What follows belongs to an exercise in optimizing a design on an open flow for small area, a short achievable clock period and few clock cycles per item; a production flow would make more cautious choices.
No functional check of the RTL was part of this run.
Power and IR drop assume default switching activity.

==> flow/design.v <==
module twn_round_f (
    input  wire [23:0] x,
    input  wire [23:0] key,
    output wire [23:0] f
);
    wire [23:0] rot1 = {x[22:0], x[23]};
    wire [23:0] rot2 = {x[21:0], x[23:22]};
    wire [23:0] rot8 = {x[15:0], x[23:16]};
    assign f = (rot1 & rot8) ^ rot2 ^ key;
endmodule
module twn_diffuser #(
    parameter integer FIRST = 0,
    parameter integer COUNT = 8
) (
    input  wire        inv,
    input  wire [47:0] x,
    output wire [47:0] y
);
    wire [23:0] l [0:COUNT];
    wire [23:0] r [0:COUNT];
    assign l[0] = x[47:24];
    assign r[0] = x[23:0];
    genvar i;
    generate
        for (i = 0; i < COUNT; i = i + 1) begin : g_round
            localparam [23:0] KEY_FWD = 24'h9E3779 * (FIRST + i + 1);
            localparam [23:0] KEY_INV = 24'h9E3779 * (8 - FIRST - i);
            wire [23:0] f;
            twn_round_f u_f (.x(r[i]), .key(inv ? KEY_INV : KEY_FWD), .f(f));
            assign l[i+1] = r[i];
            assign r[i+1] = l[i] ^ f;
        end
    endgenerate
    assign y = {l[COUNT], r[COUNT]};
endmodule
module twn_bitpacker (
    input  wire        clk,
    input  wire        rst,
    input  wire        en,         
    input  wire [1:0]  op,         
    input  wire [7:0]  imm,
    input  wire [63:0] a,
    output reg  [3:0]  status,
    input  wire [63:0] app_data,   
    output wire [63:0] rd_result,  
    output wire [31:0] stat_word   
);
    localparam [3:0] ST_OK        = 4'd0;
    localparam [3:0] ST_OVERFLOW  = 4'd1;
    localparam [3:0] ST_UNDERFLOW = 4'd2;
    localparam [3:0] ST_TOO_WIDE  = 4'd3;
    localparam [3:0] ST_RANGE     = 4'd4;
    localparam [1:0] OP_INIT   = 2'd0;
    localparam [1:0] OP_APPEND = 2'd1;
    localparam [1:0] OP_READ   = 2'd2;
    reg [143:0] buf_q;
    reg [7:0]   wp_q;
    reg [7:0]   avail_q;
    reg [7:0]   free_q;
    wire        width_bad = (imm == 8'd0) || (imm > 8'd64);
    wire [5:0]  wm1       = imm[5:0] - 6'd1;             
    reg  [63:0] above;
    integer j;
    always @(*)
        for (j = 0; j < 64; j = j + 1)
            above[j] = (j > wm1);
    wire        too_wide  = (imm[6] == 1'b0) && ((a & above) != 64'd0);
    wire [8:0]  free_rem  = {1'b0, free_q}  - {1'b0, imm};
    wire [8:0]  avail_rem = {1'b0, avail_q} - {1'b0, imm};
    wire        overflow  = free_rem[8];
    wire        underflow = avail_rem[8];
    always @(*) begin
        status = ST_OK;
        case (op)
            OP_INIT: begin
                if (imm > 8'd144) status = ST_RANGE;
            end
            OP_APPEND: begin
                if (width_bad)     status = ST_RANGE;
                else if (too_wide) status = ST_TOO_WIDE;
                else if (overflow) status = ST_OVERFLOW;
            end
            OP_READ: begin
                if (width_bad)      status = ST_RANGE;
                else if (underflow) status = ST_UNDERFLOW;
            end
            default: ;
        endcase
    end
    wire ok = en && (status == ST_OK);
    always @(posedge clk) begin
        if (rst) begin
            wp_q    <= 8'd0;
            avail_q <= 8'd0;
            free_q  <= 8'd0;
        end else if (ok) begin
            case (op)
                OP_INIT: begin
                    wp_q    <= 8'd0;
                    avail_q <= 8'd0;
                    free_q  <= imm;
                end
                OP_APPEND: begin
                    wp_q    <= wp_q + imm;
                    avail_q <= avail_q + imm;
                    free_q  <= free_rem[7:0];
                end
                OP_READ: avail_q <= avail_rem[7:0];
                default: ;
            endcase
        end
    end
    reg        app_q;        
    reg        rd_q;         
    reg [5:0]  wm1_q;        
    reg [7:0]  off_q;        
    always @(posedge clk) begin
        app_q <= ok && (op == OP_APPEND) && !rst;
        rd_q  <= ok && (op == OP_READ);
        wm1_q <= wm1;
        off_q <= avail_rem[7:0];
    end
    wire [143:0] shifted = {buf_q[142:0], 1'b0} << wm1_q;
    always @(posedge clk) begin
        if (app_q)
            buf_q <= shifted | {80'd0, app_data};
    end
    reg  [63:0] rmask;
    always @(*)
        for (j = 0; j < 64; j = j + 1)
            rmask[j] = rd_q && (j <= wm1_q);
    wire [143:0] rd_shift = buf_q >> off_q;
    assign rd_result = rd_shift[63:0] & rmask;
    wire [7:0] rp_now  = wp_q - avail_q;
    wire [7:0] cap_now = wp_q + free_q;
    assign stat_word = {avail_q, cap_now, rp_now, wp_q};
endmodule
module twn_core (
    input  wire        clk,
    input  wire        rst,           
    input  wire        cmd_valid,
    output wire        cmd_ready,
    input  wire [15:0] cmd_cw,
    input  wire [63:0] cmd_a,
    output reg         rsp_valid,
    output reg  [3:0]  rsp_status,
    output wire [63:0] rsp_result
);
    localparam [3:0] ST_OK      = 4'd0;
    localparam [3:0] ST_RANGE   = 4'd4;
    localparam [3:0] ST_ILLEGAL = 4'd8;
    localparam integer SPLIT = 4;     
    wire [3:0] opc  = cmd_cw[15:12];
    wire [3:0] len  = cmd_cw[11:8];
    wire [7:0] imm  = cmd_cw[7:0];
    wire fmt_z_ok = (len == 4'd0) && (imm == 8'd0);
    wire fmt_i_ok = (len == 4'd0);
    wire is_nop  = (opc == 4'h0) && fmt_z_ok;
    wire is_init = (opc == 4'h6) && fmt_i_ok;
    wire is_app  = (opc == 4'h7) && fmt_i_ok;
    wire is_read = (opc == 4'h8) && fmt_i_ok;
    wire is_stat = (opc == 4'h9) && fmt_z_ok;
    wire is_fwd  = (opc == 4'hA) && fmt_z_ok;
    wire is_inv  = (opc == 4'hB) && fmt_z_ok;
    wire is_bp   = is_init || is_app || is_read || is_stat;
    wire is_diff = is_fwd || is_inv;
    assign cmd_ready = 1'b1;
    wire accept = cmd_valid;
    wire [1:0]  bp_op = is_init ? 2'd0 : is_app ? 2'd1 : is_read ? 2'd2 : 2'd3;
    wire [3:0]  bp_status;
    wire [63:0] rd_result;
    wire [31:0] stat_word;
    wire        inv_a  = opc[0];
    wire        diff_range = (cmd_a[63:48] != 16'd0);
    wire [47:0] diff_in = inv_a ? {cmd_a[23:0], cmd_a[47:24]} : cmd_a[47:0];
    wire [47:0] diff_mid;
    twn_diffuser #(.FIRST(0), .COUNT(SPLIT)) u_diff_a (
        .inv (inv_a),
        .x   (diff_in),
        .y   (diff_mid)
    );
    reg [3:0] status;
    always @(*) begin
        if (is_bp)
            status = bp_status;
        else if (is_diff)
            status = diff_range ? ST_RANGE : ST_OK;
        else if (is_nop)
            status = ST_OK;
        else
            status = ST_ILLEGAL;
    end
    reg [63:0] data_q;      
    reg        diff_q;      
    reg        inv_q;
    reg        stat_q;      
    always @(posedge clk) begin
        if (rst)
            rsp_valid <= 1'b0;
        else
            rsp_valid <= accept;
        rsp_status <= status;
        data_q     <= is_diff ? {16'd0, diff_mid} : cmd_a;
        diff_q     <= is_diff && !diff_range;
        inv_q      <= inv_a;
        stat_q     <= is_stat;
    end
    twn_bitpacker u_bp (
        .clk       (clk),
        .rst       (rst),
        .en        (accept && is_bp),
        .op        (bp_op),
        .imm       (imm),
        .a         (cmd_a),
        .status    (bp_status),
        .app_data  (data_q),
        .rd_result (rd_result),
        .stat_word (stat_word)
    );
    wire [47:0] diff_out;
    twn_diffuser #(.FIRST(SPLIT), .COUNT(8 - SPLIT)) u_diff_b (
        .inv (inv_q),
        .x   (data_q[47:0]),
        .y   (diff_out)
    );
    wire [47:0] diff_res = inv_q ? {diff_out[23:0], diff_out[47:24]} : diff_out;
    assign rsp_result = rd_result
                      | (stat_q ? {32'd0, stat_word} : 64'd0)
                      | (diff_q ? {16'd0, diff_res}  : 64'd0);
endmodule
==> flow/run.sh <==
#!/bin/bash
# synth_recipe.tcl (not shown) runs the flow's synth.tcl, then flattens the netlist and writes it again
# the make line also repeats each setting of config.mk as NAME=value (left out here)
make -C /OpenROAD-flow-scripts/flow DESIGN_CONFIG=/design/flow/config.mk WORK_HOME=/design/flow/orfs CLKGATE_MAP_FILE= SYNTH_SCRIPT=/design/flow/synth_recipe.tcl finish
==> flow/config.mk <==
export PLATFORM = sky130hd
export DESIGN_NAME = twn_core
export DESIGN_NICKNAME = twn_core
export VERILOG_FILES = /design/flow/design.v
export SDC_FILE = /design/flow/constraint.sdc
export NUM_CORES = 4
export LEC_CHECK = 0
export CAP_MARGIN = 20
export CORE_MARGIN = 2
export CORE_UTILIZATION = 40
export SLEW_MARGIN = 20
==> flow/constraint.sdc <==
create_clock -name core_clock -period 8.0 [get_ports {clk}]
set_input_delay 1.6000 -clock core_clock [delete_from_list [all_inputs] [get_ports {clk}]]
set_output_delay 1.6000 -clock core_clock [all_outputs]
set_load 0.01 [all_outputs]
==> metrics.csv <==
stage,metric,value,unit
run_status,status,timing/DRC/antenna clean,
route,Avg Vias per Cell,6.264,
final_layout,filler instances,9499,
critical_path,largest delay contributor family on the critical path,compound AO/OA/AOI/OAI gates,
route,DRC viols,0,
route,1st-iter DRT viols,4992,
global_route,number of global-route vias before repair,34396,
synthesis,Yosys reg bits,256,
sta,Fmax,138.4,MHz
synthesis,top post-synthesis cells by area,"mux4_2 16%, edfxtp_1 12%, mux2i_1 9.9%",
floorplan,core region area,93190,µm²
synthesis,sequential area share after synthesis,17.50,%
route,DRT Wirelength,172700,µm
sta,setup ws final,0.7733,ns
final_layout,FF+latch area,6614,µm²
route,drt pass-1 iters,6,
global_route,gr usage total,35.02,%
synthesis,Post-synth EDFFs,144,
global_route,Top Usage Layer GRT,met2,
global_route,pin count of the biggest net entering global routing,106,
clock_tree,Clock Path Buffers,3,
clock_tree,postcts setup bufs,0,
critical_path,crit path launch type,flip-flop,
global_route,met2 Use GR,57.03,%
sta,Final Hold Vio Count,0,
sta,Slew @ Worst Pin,1.257,ns
synthesis,Synth Net Count,4905,
synthesis,Yosys top cell area share,15.90,%
floorplan,Starting Density,40.27,%
sta,RSZ-0062 raised after global routing,no,
sta,fin crit share,90.33,%
clock_tree,H-tree levels,1,
final_layout,fraction of layout cells with a size suffix above 1,10.85,%
clock_tree,Num CTS Buffers,30,
synthesis,cell accounting for the most synthesized area,mux4_2,
power,pwr dens,198.3,nW/µm²
clock_tree,clk latency of the worst-skew pair,0.64,ns
floorplan,number of top-level pins,153,
sta,Post-Route Setup TNS,0,ns
floorplan,site row count,112,
placement,DP Worst Slack,0.9700,ns
sta,"Slew Viols, Final",0,
critical_path,CP Data Arrival Time,5.63,ns
critical_path,Critical Path Start,u_bp.off_q[1],
placement,GPL Wtd Cong,1.041,
clock_tree,clock-pin slew on the worst setup and hold paths,0.07,ns
sta,Post-Route Skew,0.03911,ns
clock_tree,TritonCTS clock tree,done,
critical_path,RR Startpoint,u_bp.avail_q[0],
synthesis,Ys Warns,4,
global_route,GR Layer Usage met1,45.02,%
critical_path,Critical Path RT,6.40,ns
clock_tree,# resized after CTS,0,
floorplan,die height,310.3,µm
critical_path,crit-path cells,buf_12 -> mux4_2 -> mux2i_1 -> nand2_1 -> o21ai_0 -> nor2_1 -> nor2_1 -> nand2_1 -> and3_1 -> o311ai_0 -> o221ai_1 -> clkdlybuf4s50_1,
worst_hold_path,Hold Crit Class,reg2reg,
floorplan,DIE WIDTH,310.3,µm
sta,Period minus WS final,7.227,ns
clock_tree,clock sink count,256,
critical_path,CP Capture Type,output pin,
synthesis,dominant synthesized flop cell,edfxtp_1,
final_layout,area of the multi-input gates,29050,µm²
route,total vias in the final route,37022,
sta,endpoints failing setup,0,
power,Tot Pwr,8.083,mW
global_route,initial antenna violation count,2,
global_route,first-pass GRT wire length,247100,µm
placement,hpwl dp,135900,µm
critical_path,Crit Path Category,reg2out,
placement,Port-buffer cells,151,
route,WL/cell,29.23,µm
global_route,met3 usage,5.830,%
synthesis,Syn Area/Cell,7.878,µm²
critical_path,Max stage delay on crit path,1.06,ns
synthesis,Post-Syn Area,37520,µm²
critical_path,Crit path buffers/inverters,2,
global_route,"Remaining Overflow, GRT",0,
final_layout,synthesis-to-layout area growth,8.626,%
critical_path,"slowest stage cell, crit path",o311ai_0,
critical_path,crit path max fanout,67,
clock_tree,Root Driver,clkbuf_16,
power,leakage,15.96,nW
final_layout,fin nets,4772,
route,antenna-violating nets left,0,
power,Worst VDD drop,0.1644,mV
floorplan,die footprint,96280,µm²
synthesis,cell count after synthesis,4763,
clock_tree,hold buffer count at CTS,0,
worst_hold_path,hold path start,data_q[56],
synthesis,"Async S/R FF share, synth",0,%
synthesis,synth unique cells,85,
flow_run,Max Cap Violations,0,
sta,Slew HR,15.12,%
[logic make-up (layout without fill, tap and decap cells)]
family	after synthesis	count (layout)	synth area share (%)
DFF	256	256	17.50
AOI/OAI and AO/OA	960	960	15.67
and+or+nand+nor	1812	1812	19.91
xor gates and xnor gates	485	485	12.07
muxes	694	694	27.54
adders and majority gates	62	62	2.167
buffers and inverters	493	384	5.128
other	1	3	0.009993
[per-layer routing]
metal | share of wire [%] | wire, µm
met2 | 46 | 79720
met5 | 0.0075 | 13
met1 | 39 | 67650
met4 | 5.7 | 9928
met3 | 8.9 | 15430
[report_power, final]
part | switching [mW] | internal (mW) | total, mW
Clock | 0.687 | 0.781 | 1.47
Combinational | 3.22 | 1.87 | 5.09
Sequential | 0.0891 | 1.44 | 1.52
Total | 4.00 | 4.09 | 8.08
[registers in the layout, indices dropped and copies added (netlist names), 4 cells and up]
register	cells
u_bp.off_q	8
data_q	64
u_bp.wp_q	8
u_bp.wm1_q	6
u_bp.avail_q	8
rsp_status	4
u_bp.buf_q	144
u_bp.free_q	8
[area by class of cell]
type                            instances  share of cell area, %
Clock inverter                         22                 0.4911
Tap cell                             1254                  3.849
Timing Repair Buffer                  223                  5.092
Clock buffer                           34                  2.060
Sequential cell                       256                  16.23
Multi-Input combinational cell       4014                  71.27
Antenna cell                            2                0.01228
Inverter                              105                  1.004
[cell usage after synthesis, types with 19 or more instances]
cell type and count:
a211oi_1 58, a21o_1 48, a21oi_1 244, a22oi_1 23, a31oi_1 24, and2_1 26
buf_1 108, buf_2 25, clkbuf_1 247, dfxtp_1 112, edfxtp_1 144, ha_1 53
inv_1 92, mux2_2 58, mux2i_1 371, mux4_2 265, nand2_1 910, nand2b_1 36
nand3_1 37, nor2_1 632, nor2b_1 47, nor3_1 38, o211ai_1 22, o21ai_0 333
o21bai_1 26, o221ai_1 19, o22ai_1 29, xnor2_1 338, xor2_1 127
[final timing paths]
check,depth (start not counted),endpoint,slack (ns)
setup / recovery,12,rsp_result[45],0.77
hold / removal,1,u_bp.buf_q[56],0.48
setup reg to reg,16,u_bp.wp_q[7],3.83
hold reg to reg,1,u_bp.buf_q[56],0.48
[through the flow]
stage	cells	instance area, µm²	utilization (%)	hold slack (ns)
6_report	5910	40760	43.74	0.4825
5_1_grt	5908	40760	43.74	0.5151
4_1_cts	5907	40750	43.72	0.4856
3_5_place_dp	5851	39710	42.61	0.4708
3_3_place_gp	5851	39700	42.60	0.4712
2_1_floorplan	4763	37520	-	0.4572
[layout by cell type, fill, tap and decap left out, types with 22 or more instances in the layout]
master | Yosys | layout
nor2_1 | 632 | 631
inv_1 | 92 | 91
xnor2_1 | 338 | 338
o21ai_0 | 333 | 333
mux4_2 | 265 | 265
dfxtp_1 | 112 | 98
mux2i_1 | 371 | 371
ha_1 | 53 | 53
nand3_1 | 37 | 36
a211oi_1 | 58 | 58
xor2_1 | 127 | 127
clkdlybuf4s50_1 | 0 | 149
a31oi_1 | 24 | 24
clkbuf_16 | 0 | 33
nand2b_1 | 36 | 36
a21o_1 | 48 | 48
edfxtp_1 | 144 | 144
o21bai_1 | 26 | 26
a21oi_1 | 244 | 244
nor2b_1 | 47 | 47
and2_1 | 26 | 26
o211ai_1 | 22 | 22
nand2_1 | 910 | 910
nor3_1 | 38 | 38
mux2_2 | 58 | 58
a22oi_1 | 23 | 23
buf_4 | 3 | 68
o22ai_1 | 29 | 29

[afterwards: timing with drivers on the ports]
No port has a modelled driver above. Below, the same layout with a new extraction and two added sets of constraints.
Step 1 assumes that a clkbuf_16 drives the clock port and a buf_2 every other input.
Step 2 adds t to the input delays and takes it off the output delays; t is the mean of the earliest and latest rising clock arrival at the registers after step 1. Input paths then give back, and output paths get back, about the clock's delay inside the block.
Slacks: ideal / step 1 / step 2; pairs: ideal / step 1.
t, ns: 0.689
setup slack, ns: 0.773 / 0.704 / 0.807
worst setup path after step 2: input to register
worst register clock-pin slew, ns: 0.07 / 0.07
worst slew at a driven data input, ns: 0.06
After both steps setup and hold are still met in this run. For this run, drivers alone change the setup slack by -0.069 ns; drivers and shift together by +0.034 ns.
